This design comes from an exercise in tuning for a short achievable clock period on the open sky130 flow, not from production work. No run shown here included a check of the RTL's function; only the layout flow was run. Power figures rest on the tool's default switching activity, not on a simulated workload.

### flow/run.sh
#!/bin/bash
# synth_recipe.tcl (not shown) runs the flow's synth.tcl, then flattens the netlist and writes it again
# the make line also repeats each setting of config.mk as NAME=value (left out here)
make -C /OpenROAD-flow-scripts/flow DESIGN_CONFIG=/design/flow/config.mk WORK_HOME=/design/flow/orfs CLKGATE_MAP_FILE= SYNTH_SCRIPT=/design/flow/synth_recipe.tcl finish
### flow/config.mk
export PLATFORM = sky130hd
export DESIGN_NAME = midi4cx3_core
export DESIGN_NICKNAME = midi4cx3_core
export VERILOG_FILES = /design/flow/design.v
export SDC_FILE = /design/flow/constraint.sdc
export NUM_CORES = 4
export LEC_CHECK = 0
export CAP_MARGIN = 20
export CORE_MARGIN = 2
export CORE_UTILIZATION = 60
export SETUP_SLACK_MARGIN = 5
export SLEW_MARGIN = 20
### flow/constraint.sdc
create_clock -name core_clock -period 8.0 [get_ports {clk}]
set_input_delay 1.6000 -clock core_clock [delete_from_list [all_inputs] [get_ports {clk}]]
set_output_delay 1.6000 -clock core_clock [all_outputs]
set_load 0.01 [all_outputs]
### flow/design.v
module midi4cx3_core (
    input  wire       clk,
    input  wire       rst,         
    input  wire       scan_clk,    
    input  wire       scan_data,   
    input  wire       scan_sync,   
    input  wire       pedal,       
    input  wire       tx_ready,    
    output reg  [7:0] tx_data,
    output reg        tx_wr
);
    localparam integer NS = 22;       
    reg [6:0]    pos;           
    reg          prev_clk;      
    reg          prev_sync;     
    reg          rst_d;         
    reg [63:0]   ring;          
    reg          first;         
    reg          rot;           
    reg          rot_bit;       
    reg          pk;            
    reg          pv;            
    reg          event_f;
    reg          idle_f;
    reg [NS-1:0] wr;            
    reg          wadv;          
    reg [NS-1:0] rd;            
    reg          radv;          
    reg [2:0]    off;           
    reg          m_ped [0:NS-1];
    reg          m_v   [0:NS-1];
    reg [6:0]    m_b1  [0:NS-1];
    wire pz        = (pos == 7'd0);
    wire p64       = pos[6];
    wire valid_key = ~pos[6] & (pos[5:0] != 6'd0) & (pos[5:0] != 6'd32) &
                     (pos[5:0] != 6'd33);
    wire old       = ring[0] & ~first;
    wire [NS-1:0] wr_eff = wadv ? {wr[NS-2:0], wr[NS-1]} : wr;
    wire [NS-1:0] rd_eff = radv ? {rd[NS-2:0], rd[NS-1]} : rd;
    wire q_empty   = |(wr_eff & rd_eff);
    wire q_full    = |({wr[NS-2:0], wr[NS-1]} & rd_eff);
    wire [6:0] note = pos[5] ? (7'd35 - {pos[5:0], 1'b0})      
                             : (7'd98 - {pos[5:0], 1'b0});     
    wire [6:0] b1_new = p64 ? 7'h40 : note;
    wire service   = ~pz & ~prev_clk & scan_clk;
    wire sync_exit = pz & prev_sync & ~scan_sync;
    wire key_trans = service & valid_key & (scan_data ^ old);
    wire ped_slot  = service & p64;
    wire ped_chg   = ped_slot & (~pk | (pedal ^ pv));
    wire enq_req   = key_trans | ped_chg;
    wire enq       = enq_req & ~q_full;
    wire idle_next = key_trans ? 1'b0 : ((service & ~p64) ? 1'b1 : idle_f);
    wire pos_nz    = pz ? sync_exit : ~ped_slot;
    wire gate      = event_f & idle_next & pos_nz;
    wire tx_byte   = gate & tx_ready & ~q_empty;
    wire ev_clear  = gate & tx_ready & q_empty;
    reg [6:0] pos_next;
    always @(*) begin
        if (sync_exit)
            pos_next = 7'd1;
        else if (service)
            pos_next = p64 ? 7'd0 : pos + 7'd1;
        else
            pos_next = pos;
    end
    reg       h_ped, h_v;
    reg [6:0] h_b1;
    integer i;
    always @(*) begin
        h_ped = 1'b0; h_v = 1'b0; h_b1 = 7'd0;
        for (i = 0; i < NS; i = i + 1) begin
            h_ped = h_ped | (rd_eff[i] & m_ped[i]);
            h_v   = h_v   | (rd_eff[i] & m_v[i]);
            h_b1  = h_b1  | ({7{rd_eff[i]}} & m_b1[i]);
        end
    end
    wire [7:0] b0 = {1'b1, 1'b0, h_ped, h_ped | h_v, 4'h0};
    wire [7:0] b1 = {1'b0, h_b1};
    wire [7:0] b2 = h_ped ? {1'b0, {7{h_v}}} : {1'b0, h_v, 6'd0};
    wire [7:0] hbyte = ({8{off[0]}} & b0) | ({8{off[1]}} & b1) | ({8{off[2]}} & b2);
    always @(posedge clk) begin
        rst_d <= rst;
        if (rst) begin
            pos       <= 7'd0;
            prev_clk  <= 1'b0;
            prev_sync <= 1'b0;
            event_f   <= 1'b0;
            idle_f    <= 1'b0;
            tx_wr     <= 1'b0;
        end else begin
            pos       <= pos_next;
            prev_clk  <= scan_clk;
            prev_sync <= scan_sync;
            event_f   <= ev_clear ? 1'b0 : (event_f | enq_req);
            idle_f    <= idle_next;
            tx_wr     <= tx_byte;
        end
    end
    always @(posedge clk) begin
        if (rst_d) begin
            wr   <= {{(NS-1){1'b0}}, 1'b1};
            rd   <= {{(NS-1){1'b0}}, 1'b1};
            wadv <= 1'b0;
            radv <= 1'b0;
        end else begin
            wr   <= wr_eff;
            rd   <= rd_eff;
            wadv <= enq;
            radv <= tx_byte & off[2];
        end
        if (rst_d)
            off <= 3'b001;
        else if (tx_byte)
            off <= {off[1:0], off[2]};
        if (rst_d) begin
            first <= 1'b1;
            pk    <= 1'b0;
        end else if (ped_slot) begin
            first <= 1'b0;
            pk    <= 1'b1;
        end
        if (ped_slot)
            pv <= pedal;
        rot     <= service;
        rot_bit <= scan_data;
        if (rot)
            ring <= {rot_bit, ring[63:1]};
        tx_data <= hbyte;
    end
    always @(posedge clk) begin
        for (i = 0; i < NS; i = i + 1) begin
            if (wr_eff[i]) begin
                m_ped[i] <= p64;
                m_v[i]   <= p64 ? pedal : scan_data;
                m_b1[i]  <= b1_new;
            end
        end
    end
endmodule
==> results of run 1 <==
-- stage by stage --
step / util / power, W / instance area (µm²)
after global placement: 0.623 / 0.00197 / 13500
after global routing: 0.679 / 0.00370 / 14700
after detailed placement: 0.623 / 0.00197 / 13500
after CTS: 0.679 / 0.00362 / 14700
after floorplan: - / 0.00195 / 13100
final: 0.679 / 0.00360 / 14700
-- kinds of logic (layout without fill, tap and decap cells) --
| kind of cell | Yosys count | after routing | share of synthesized area |
|---|---|---|---|
| adder cells (fa/ha/maj) | 5 | 5 | 0.00477 |
| XOR/XNOR | 5 | 5 | 0.00334 |
| AO/OA/AOI/OAI | 220 | 220 | 0.128 |
| flip-flops | 337 | 337 | 0.716 |
| multiplexers | 73 | 73 | 0.0600 |
| AND/OR/NAND/NOR | 160 | 160 | 0.0612 |
| buffers and inverters | 79 | 118 | 0.0265 |
-- power groups by stage --
stage	Combinational, W	Sequential [W]	Clock (W)
floorplan	0.0000189	0.00193	0
global placement	0.0000341	0.00193	0
detailed placement	0.0000353	0.00193	0
CTS	0.0000354	0.00190	0.00169
global route	0.0000390	0.00190	0.00176
finish	0.0000353	0.00190	0.00167
-- registers in the layout, summed over array words and instances (netlist names), 3 cells and up --
signal and cells:
m_b1 154, m_ped 22, m_v 22, off 3
pos 7, rd 22, ring 64, tx_data 8
wr 22
-- layout make-up --
| type | instances | area share |
|---|---|---|
| flip-flops and latches | 337 | 0.639 |
| multi-input cells | 463 | 0.231 |
| clock buffers | 44 | 0.0671 |
| well taps | 280 | 0.0239 |
| repair buffers | 27 | 0.0170 |
| clock inverters | 17 | 0.0143 |
| inverters | 30 | 0.00767 |
-- routing by layer --
metal | routed length (µm) | global-route usage
met5 | 0 | 0
met4 | 1020 | 0.0963
met3 | 3520 | 0.0793
met2 | 15900 | 0.476
met1 | 14000 | 0.436
-- repair_timing --
item,4_1_cts,5_1_grt
endpoints found under the setup margin,16,7
gates cloned,0,0
hold endpoints to repair,0,0
gates resized for setup,6,4
-- worst register-to-register path, delay by kind of cell (launching register included) --
family	cells	cell delay, ns
compound gates	3	1.00
flops	1	0.62
buf+inv	1	0.42
mux	1	0.42
simple gates	2	0.30
-- cell usage in the layout (no fill, tap or decap), types with 4 or more instances in the layout --
| cell | n |
|---|---|
| edfxtp_1 | 263 |
| a22oi_1 | 88 |
| dfxtp_1 | 71 |
| nor2_1 | 60 |
| mux2i_1 | 44 |
| clkbuf_16 | 37 |
| a221oi_1 | 34 |
| inv_1 | 30 |
| a22o_1 | 28 |
| mux2_2 | 24 |
| nand3_1 | 20 |
| nand2_1 | 19 |
| o21ai_0 | 17 |
| nand4_1 | 17 |
| a21oi_1 | 14 |
| nor3_1 | 12 |
| o22ai_1 | 11 |
| buf_4 | 11 |
| clkdlybuf4s50_1 | 10 |
| nor2b_1 | 9 |
| mux2_4 | 5 |
| a222oi_1 | 5 |
| ha_1 | 5 |
| bufinv_16 | 5 |
| clkinv_2 | 5 |
| clkinv_1 | 5 |
| dlygate4sd2_1 | 4 |
-- worst max path at each step --
stage / startpoint / to / slack [ns] / cells past startpoint
floorplan: scan_clk / event_f / 5.01 / 5
global placement: scan_clk / event_f / 4.38 / 6
detailed placement: scan_clk / event_f / 4.30 / 6
CTS: tx_data[6] / tx_data[6] / 5.01 / 1
global route: tx_data[3] / tx_data[3] / 5.01 / 1
finish: tx_data[3] / tx_data[3] / 5.04 / 1
==> flow_metrics.py, run 1 <==
metrics = {
    "worst_setup_path": {
        "crit_path_start_kind": "flop",
        "worst_ep_required_time_ns": 6.40,
        "critPathBufInv": 1,
        "rr_endpoint": "tx_data[4]",
        "critPathCaptureType": "output port",
        "crit_arrival_ns": 1.36,
        "regToRegSetupSlack_ns": 5.13,
        "crit_slowest_cell": "clkdlybuf4s50_1",
        "reg2regPathDepth": 7,
        "crit_type": "reg -> out",
        "timing.rr.start": "radv",
        "cp_max_fo": 1,
        "crit_chain": "clkdlybuf4s50_1",
        "critPathTopFamily": "buffers and inverters",
        "critPathMaxStageDelay_ns": 0.53,
    },
    "floorplan": {
        "die_area_um2": 23000,
        "io_pins": 16,
        "dieHeight_um": 152,
        "start_util": 0.606,
        "dieWidth_um": 152,
        "num_rows": 54,
        "core_um2": 21600,
    },
    "clock_network": {
        "cts_made_buffers": 35,
        "post-cts-setup-buffers": 0,
        "cts_max_path_buffers": 3,
        "cts.sinks": 337,
        "cts-htree-levels": 2,
        "postCtsHoldBufs": 0,
        "clkTransAtPathRegs_ns": 0.06,
        "insertion_delay_ns": 0.51,
        "cts_tree": "built",
        "root_buffer": "clkbuf_16",
    },
    "timing": {
        "fin_crit_ns": 2.96,
        "hold_viol_final": 0,
        "slew_viol_final": 0,
        "rsz0062_at_grt": "no",
        "max_freq_mhz": 338,
        "timing_worst_slew_pin_value_ns": 1.00,
        "worst_clock_skew_ns": 0.0122,
        "setup_viol": 0,
        "finalSetupTns_ns": 0,
        "slew_headroom": 0.329,
        "fin_ws_ns": 5.04,
        "post-route-period-util": 0.370,
        "hold-worst-slack_ns": 0.417,
    },
    "pwr": {
        "p_leak_nw": 4.94,
        "peakVddDrop_mv": 0.176,
        "p_seq_frac": 0.527,
        "switching_share": 0.186,
        "intPower_w": 0.00293,
        "cellPowerDensity_nw_per_um2": 245,
        "clockPowerShare": 0.463,
        "power_switching_w": 0.000671,
        "combPwrFrac": 0.010,
    },
    "yosys": {
        "synth_warnings": 4,
        "netlist_area_um2": 13100,
        "synth_edf_count": 263,
        "synth.most_common_cell": "edfxtp_1",
        "synth_top_area_frac": 0.603,
        "ys_top_cells_by_count": "edfxtp_1, a22oi_1, dfxtp_1, nor2_1, mux2i_1",
        "ys_async_sr_fraction": 0,
        "syn_area_per_cell_um2": 14.9,
        "postSynthCellCount": 879,
        "synth_flop_cell": "edfxtp_1",
        "synthTopCellsByArea": "edfxtp_1, dfxtp_1, a22oi_1, mux2i_1, a221oi_1",
        "synth_largest_area_cell": "edfxtp_1",
        "ys_ff_latch": 337,
        "seq_area_frac_synth": 0.716,
        "synthesis.nets": 891,
        "synth_cell_types": 59,
    },
    "routing": {
        "wl_um": 34400,
        "firstDrtPassIters": 5,
        "ant_nets": 0,
        "drc": 0,
        "wire_per_inst_um": 28.7,
        "via_per_inst": 6.74,
        "drt-initial-drc-count": 897,
        "num_vias": 8080,
    },
    "cells_and_area": {
        "post_layout_nonfiller_instances": 1198,
        "multi_input_comb_area_um2": 3390,
        "n_antenna_cell": 0,
        "fillers": 1516,
        "areaGrowthSynthToFinish_pct": 12.1,
        "drive_above_1_share": 0.123,
        "seq_area_um2": 9390,
        "nets": 906,
    },
    "global_route": {
        "grt_max_degree": 65,
        "overflow": 0,
        "track_usage": 0.309,
        "first_global_vias": 7822,
        "grt_pass1_wl_um": 50000,
        "antenna_found_initial": 0,
    },
    "placement": {
        "gp_congestion": 0.966,
        "hpwl_um": 22000,
        "io_buffers": 15,
        "dp.cells": 1137,
        "place_ws_ns": 4.30,
    },
    "worst_hold_path": {
        "holdPathEnd": "ring[38]",
        "hp-start": "ring[39]",
        "min_path_type": "reg -> reg",
        "min_path_cells": 0,
    },
    "run_status": {
        "outcome": "finished clean",
    },
    "flow_run": {
        "cap_violations": 0,
    },
}
==> run 2, diff against run 1 <==
--- a/flow/config.mk
+++ b/flow/config.mk
@@ -8,5 +8,5 @@
 export CAP_MARGIN = 20
 export CORE_MARGIN = 2
-export CORE_UTILIZATION = 60
+export CORE_UTILIZATION = 30
 export SETUP_SLACK_MARGIN = 5
 export SLEW_MARGIN = 20
==> run 2 against run 1 <==
Compared with the run above:
- worst hold slack hardly changed
- via count is 0.58% higher
- die area is 97% higher
- global-route usage is 15 points lower
- synthesized area stayed put
- routed wire length is 2.0% higher
- core utilization is 33 points lower
- flip-flop and latch count stayed put
- critical endpoint is now tx_data[5]
==> flow_metrics.py, run 2 <==
metrics = {
    "timing": {
        "finalSetupTns_ns": 0,
        "post-route-period-util": 0.360,
        "fin_crit_ns": 2.88,
        "hold_viol_final": 0,
        "worst_clock_skew_ns": 0.0162,
        "setup_viol": 0,
        "max_freq_mhz": 347,
        "timing_worst_slew_pin_value_ns": 0.884,
        "rsz0062_at_grt": "no",
        "slew_headroom": 0.410,
        "slew_viol_final": 0,
    },
    "floorplan": {
        "dieHeight_um": 213,
        "die_area_um2": 45400,
        "dieWidth_um": 213,
        "io_pins": 16,
        "start_util": 0.304,
        "core_um2": 43100,
        "num_rows": 76,
    },
    "routing": {
        "wl_um": 35100,
        "via_per_inst": 5.38,
        "drt-initial-drc-count": 1071,
        "num_vias": 8127,
        "ant_nets": 0,
        "firstDrtPassIters": 5,
        "wire_per_inst_um": 23.3,
        "drc": 0,
    },
    "flow_run": {
        "cap_violations": 0,
    },
    "global_route": {
        "first_global_vias": 7906,
        "overflow": 0,
        "antenna_found_initial": 0,
        "track_usage": 0.156,
        "grt_max_degree": 65,
        "grt_pass1_wl_um": 51700,
    },
    "cells_and_area": {
        "final_common_cell": "edfxtp_1",
        "n_antenna_cell": 0,
        "largestRegisters": "m_b1: 154 flops, ring: 64 flops",
        "regMostFlops": "m_b1",
        "final_cell_mix": "edfxtp_1, a22oi_1, dfxtp_1, nor2_1, mux2i_1",
        "areaGrowthSynthToFinish_pct": 14.9,
        "largest_reg_flops": 154,
        "nets": 910,
        "drive_above_1_share": 0.121,
    },
    "yosys": {
        "ys_ff_latch": 337,
        "synth_largest_area_cell": "edfxtp_1",
        "synth_flop_cell": "edfxtp_1",
        "synth_warnings": 4,
        "netlist_area_um2": 13100,
        "synth.most_common_cell": "edfxtp_1",
        "postSynthCellCount": 879,
        "ys_async_sr_fraction": 0,
        "synth_cell_types": 59,
        "syn_area_per_cell_um2": 14.9,
        "synthTopCellsByArea": "edfxtp_1, dfxtp_1, a22oi_1, mux2i_1, a221oi_1",
        "synth_edf_count": 263,
        "synth_top_area_frac": 0.603,
        "ys_top_cells_by_count": "edfxtp_1, a22oi_1, dfxtp_1, nor2_1, mux2i_1",
        "seq_area_frac_synth": 0.716,
        "synthesis.nets": 891,
    },
    "clock_network": {
        "cts.sinks": 337,
        "insertion_delay_ns": 0.53,
        "cts_tree": "built",
        "cts_max_path_buffers": 3,
        "root_buffer": "clkbuf_16",
        "clkTransAtPathRegs_ns": 0.06,
        "cts-htree-levels": 2,
        "cts_made_buffers": 36,
    },
    "worst_setup_path": {
        "cp_max_fo": 34,
        "crit_arrival_ns": 3.30,
        "crit_type": "reg -> reg",
        "worst_ep_required_time_ns": 8.42,
        "critPathCaptureType": "flop",
        "crit_path_start_kind": "flop",
    },
    "placement": {
        "hpwl_um": 22100,
        "gp_congestion": 0.851,
        "io_buffers": 15,
    },
    "pwr": {
        "cellPowerDensity_nw_per_um2": 238,
        "peakVddDrop_mv": 0.128,
        "p_leak_nw": 4.95,
        "power.total_w": 0.00359,
    },
    "worst_hold_path": {
        "min_path_type": "reg -> reg",
    },
    "run_status": {
        "outcome": "finished clean",
    },
}
-- run 2: cell counts after synthesis --
Identical to the previous run, type by type.
-- run 2: area by class of cell --
cell class | count | area, µm²
well taps | 585 | 732
flip-flops and latches | 337 | 9380
inverters | 30 | 113
repair buffers | 30 | 267
fillers | 4066 | 28000
multi-input cells | 463 | 3390
clock inverters | 20 | 209
clock buffers | 46 | 960
-- run 2: final timing paths --
kind / from / to / slack [ns] / cells after the start
hold reg to reg: ring[40] / ring[39] / 0.42 / 0
hold / removal: ring[40] / ring[39] / 0.42 / 0
setup / recovery: radv / tx_data[5] / 5.12 / 7
setup reg to reg: radv / tx_data[5] / 5.12 / 7
-- run 2: timing repair --
action / 4_1_cts / 5_1_grt
setup buffers: 1 / 0
pin swaps: 0 / 1
hold buffers: 0 / 0
setup endpoints to repair: 16 / 5
endpoints found under the hold margin: 0 / 0
resized for setup: 10 / 2
-- run 2: cell families after synthesis --
family          after synthesis  synth area share
compound gates              220             0.128
xor+xnor                      5           0.00334
fa+ha+maj                     5           0.00477
buf+inv                      79            0.0265
flops                       337             0.716
mux                          73            0.0600
simple gates                160            0.0612
-- run 2: per-layer routing --
metal | wire [µm] | GRT usage | vias to the layer above
met5 | 0 | 0 | -
met3 | 3010 | 0.0288 | 73
met1 | 14700 | 0.211 | 4131
met4 | 1170 | 0.0644 | 0
met2 | 16300 | 0.248 | 388
li1 | - | - | 3535
-- run 2: worst max-delay path, cell delays in order (launching register included) --
cell	delay, ns
dfxtp_4	0.68
buf_4	0.48
mux2_2	0.48
a22oi_1	0.21
nand4_1	0.17
a211o_1	0.36
a21o_1	0.19
a22o_1	0.18
-- run 2: metrics by stage --
step | setup WS [ns] | area, µm² | util | instances | hold slack [ns]
2_1_floorplan | 5.01 | 13100 | - | 879 | 0.372
3_3_place_gp | 4.41 | 13900 | 0.322 | 1444 | 0.404
3_5_place_dp | 4.38 | 13900 | 0.322 | 1444 | 0.405
4_1_cts | 5.00 | 15100 | 0.350 | 1511 | 0.419
5_1_grt | 5.00 | 15100 | 0.350 | 1511 | 0.425
6_report | 5.12 | 15100 | 0.350 | 1511 | 0.417
-- run 2: power by group --
part | internal (W) | switching, W
Combinational | 0.0000116 | 0.0000267
Sequential | 0.00189 | 0.00000563
Clock | 0.000985 | 0.000674
==> run 3, diff against run 2 <==
==> flow/flow/run.sh (new file) <==
#!/bin/bash
set -euo pipefail
MARGIN=${MARGIN:-6}
bash standard.sh SETUP_SLACK_MARGIN=$MARGIN finish > standard_make.log 2>&1
==> flow/standard.sh (new file) <==
#!/bin/bash
# synth_recipe.tcl (not shown) runs the flow's synth.tcl, then flattens the netlist and writes it again
# the make line also repeats each setting of config.mk as NAME=value (left out here)
make -C /OpenROAD-flow-scripts/flow DESIGN_CONFIG=/design/flow/config.mk WORK_HOME=/design/flow/orfs CLKGATE_MAP_FILE= SYNTH_SCRIPT=/design/flow/synth_recipe.tcl "${@:-finish}"
--- a/flow/config.mk
+++ b/flow/config.mk
@@ -8,5 +8,4 @@
 export CAP_MARGIN = 20
 export CORE_MARGIN = 2
-export CORE_UTILIZATION = 30
-export SETUP_SLACK_MARGIN = 5
+export CORE_UTILIZATION = 40
 export SLEW_MARGIN = 20
removed: flow/run.sh
==> run 3 against run 2 <==
Compared with the run above:
- global-route usage is 6.4 points higher
- register-to-register slack better by 0.60 ns
- synthesized cell count stayed put
- synthesized area stayed put
- critical endpoint is now tx_data[5]
- sequential share of layout area is 2.5 points lower
- combinational power is 19% higher
- flip-flop and latch count stayed put
- sequential power hardly changed
- maximum frequency is 12% higher
==> flow_metrics.py, run 3 <==
metrics = {
    "worst_setup_path": {
        "critPathBufInv": 1,
        "crit_path_start_kind": "flop",
        "timing.rr.start": "radv",
        "crit_slowest_cell": "dfxtp_2",
        "cp-endpoint": "tx_data[5]",
        "crit_arrival_ns": 0.97,
        "critPathCaptureType": "output port",
        "rr_endpoint": "tx_data[5]",
        "crit_type": "reg -> out",
        "reg2regPathDepth": 8,
        "critPathMaxStageDelay_ns": 0.33,
        "crit_cells": 1,
        "crit_chain": "buf_6",
        "worstSetupStartpoint": "tx_data[5]",
        "regToRegSetupSlack_ns": 5.72,
        "critPathTopFamily": "flip-flops",
        "worst_ep_required_time_ns": 6.40,
        "cp_max_fo": 1,
    },
    "floorplan": {
        "core_um2": 32400,
        "die_area_um2": 34200,
        "dieHeight_um": 185,
        "num_rows": 66,
        "io_pins": 16,
        "start_util": 0.405,
        "dieWidth_um": 185,
    },
    "yosys": {
        "synth_flop_cell": "edfxtp_1",
        "netlist_area_um2": 13100,
        "ys_top_cells_by_count": "edfxtp_1, a22oi_1, dfxtp_1, nor2_1, mux2i_1",
        "synth_largest_area_cell": "edfxtp_1",
        "synthTopCellsByArea": "edfxtp_1, dfxtp_1, a22oi_1, mux2i_1, a221oi_1",
        "synth_edf_count": 263,
        "synth_xor_area_frac": 0.00334,
        "synth_top_area_frac": 0.603,
        "synth_cell_types": 59,
        "synth-adder-area-share": 0.00477,
        "muxShareOfSynthArea": 0.0600,
        "synthesis.nets": 891,
        "synth.most_common_cell": "edfxtp_1",
        "synth_top_family_by_area": "compound AO/OA/AOI/OAI gates",
        "ys_async_sr_fraction": 0,
        "syn_area_per_cell_um2": 14.9,
        "ys_ff_latch": 337,
        "synth-compound-area-share": 0.128,
        "synth_warnings": 4,
        "seq_area_frac_synth": 0.716,
        "postSynthCellCount": 879,
        "yosys.area_share.simple": 0.0612,
    },
    "pwr": {
        "peakVddDrop_mv": 0.197,
        "cellPowerDensity_nw_per_um2": 229,
        "p_leak_nw": 5.28,
    },
    "worst_hold_path": {
        "min_path_cells": 0,
        "min_path_type": "reg -> reg",
    },
    "timing": {
        "setup_viol": 0,
        "max_freq_mhz": 390,
        "fin_crit_ns": 2.57,
        "rsz0062_at_grt": "yes",
        "worst_clock_skew_ns": 0.0214,
        "hold_viol_final": 0,
        "finalSetupTns_ns": 0,
        "slew_viol_final": 0,
        "hold-worst-slack_ns": 0.413,
        "slew_headroom": 0.337,
        "post-route-period-util": 0.321,
        "timing_worst_slew_pin_value_ns": 0.994,
    },
    "global_route": {
        "track_usage": 0.220,
        "grt_pass1_wl_um": 53900,
        "overflow": 0,
        "first_global_vias": 8020,
        "grt_max_degree": 65,
        "antenna_found_initial": 0,
    },
    "clock_network": {
        "clkTransAtPathRegs_ns": 0.06,
        "root_buffer": "clkbuf_16",
        "cts_made_buffers": 36,
        "cts_max_path_buffers": 3,
        "cts-htree-levels": 2,
        "cts.sinks": 337,
        "cts_tree": "built",
        "insertion_delay_ns": 0.53,
        "postCtsHoldBufs": 0,
    },
    "routing": {
        "firstDrtPassIters": 5,
        "wl_um": 37800,
        "drc": 0,
        "via_per_inst": 5.92,
        "num_vias": 8318,
        "ant_nets": 0,
        "wire_per_inst_um": 26.9,
        "drt-initial-drc-count": 1177,
    },
    "cells_and_area": {
        "final_common_cell": "edfxtp_1",
        "final_cell_mix": "edfxtp_1, a22oi_1, dfxtp_1, nor2_1, mux2i_1",
        "largest_reg_flops": 154,
        "regMostFlops": "m_b1",
        "largestRegisters": "m_b1: 154 flops, ring: 64 flops",
        "post_layout_nonfiller_instances": 1406,
        "n_antenna_cell": 0,
        "areaGrowthSynthToFinish_pct": 19.9,
        "nets": 951,
        "fillers": 2790,
        "drive_above_1_share": 0.238,
    },
    "placement": {
        "hpwl_um": 22000,
        "gp_congestion": 0.851,
        "dp.cells": 1301,
        "io_buffers": 15,
    },
    "run_status": {
        "outcome": "finished clean",
    },
    "flow_run": {
        "cap_violations": 0,
    },
}
==> run 3: cell counts after synthesis <==
No cell type changed its count.
==> run 3: stage by stage <==
step                       util  total power [W]  worst slack, ns  area [µm²]
after floorplan               -          0.00195             5.11       13200
after global placement    0.424          0.00197             4.49       13700
after detailed placement  0.424          0.00197             4.47       13700
after CTS                 0.474          0.00362             5.42       15300
after global routing      0.486          0.00370             5.40       15700
final                     0.486          0.00360             5.43       15700
==> run 3: worst min-delay path by stage <==
stage	slack [ns]	start	endpoint
finish	0.41	ring[42]	ring[41]
global route	0.43	ring[42]	ring[41]
CTS	0.41	ring[42]	ring[41]
detailed placement	0.39	rot_bit	ring[63]
global placement	0.40	ring[63]	ring[62]
floorplan	0.37	off[0]	tx_data[7]
==> run 3: cell type report <==
type	instances	area, µm²	share of cell area
Tap cell	442	553	0.0352
Clock buffer	49	1030	0.0658
Sequential cell	337	9400	0.598
Clock inverter	14	158	0.0100
Timing Repair Buffer	69	718	0.0457
Multi-Input combinational cell	465	3740	0.238
Inverter	30	116	0.00740
==> run 3: layer usage <==
layer  vias up  track usage  routed length (µm)
met1      4177        0.297               15000
met2       427        0.338               17200
met4         0        0.110                1800
met3        88       0.0458                3820
met5         -            0                   0
li1       3626            -                   -
==> run 3: timing repair <==
| item | CTS | global route |
|---|---|---|
| setup endpoints to repair | 79 | 30 |
| buffers inserted | 15 | 20 |
| gates cloned | 5 | 2 |
| pin swaps | 23 | 25 |
| resized for setup | 118 | 43 |
==> run 3: power by group <==
| part | switching, W | internal [W] |
|---|---|---|
| Clock | 0.000681 | 0.000980 |
| Sequential | 0.00000957 | 0.00189 |
| Combinational | 0.0000279 | 0.0000177 |
==> run 3: cell families (layout without fill, tap and decap cells) <==
logic type / after synthesis / after routing
fa+ha+maj: 5 / 5
simple gates: 160 / 160
flops: 337 / 337
compound gates: 220 / 220
xor+xnor: 5 / 5
mux: 73 / 75
buf+inv: 79 / 162

[static timing again, ports no longer ideal]
How much do the figures lean on ideal ports? The routed layouts below were timed once more, with nothing changed but the port constraints. Step 1, drivers: a clkbuf_16 drives clk and a buf_2 each remaining input, both assumed. Step 2, shift: input delay + t, output delay - t, t = (earliest + latest rising clock arrival at the registers) / 2. This alone moves slack from input paths to output paths. a / b / c = ideal ports / drivers / drivers and shift; a / b = the first two.
| run | shift t [ns] | setup slack, ns | hold slack, ns |
|---|---|---|---|
| run 1 | 0.552 | 5.040 / 4.991 / 4.629 | 0.417 / 0.417 / 0.417 |
| run 2 | 0.577 | 5.121 / 5.121 / 4.809 | 0.417 / 0.417 / 0.417 |
| run 3 | 0.570 | 5.435 / 5.383 / 5.064 | 0.413 / 0.413 / 0.413 |
After both steps every run listed still meets setup and hold. For run 1, which loses most, drivers alone change the setup slack by -0.049 ns; drivers and shift together by -0.411 ns.
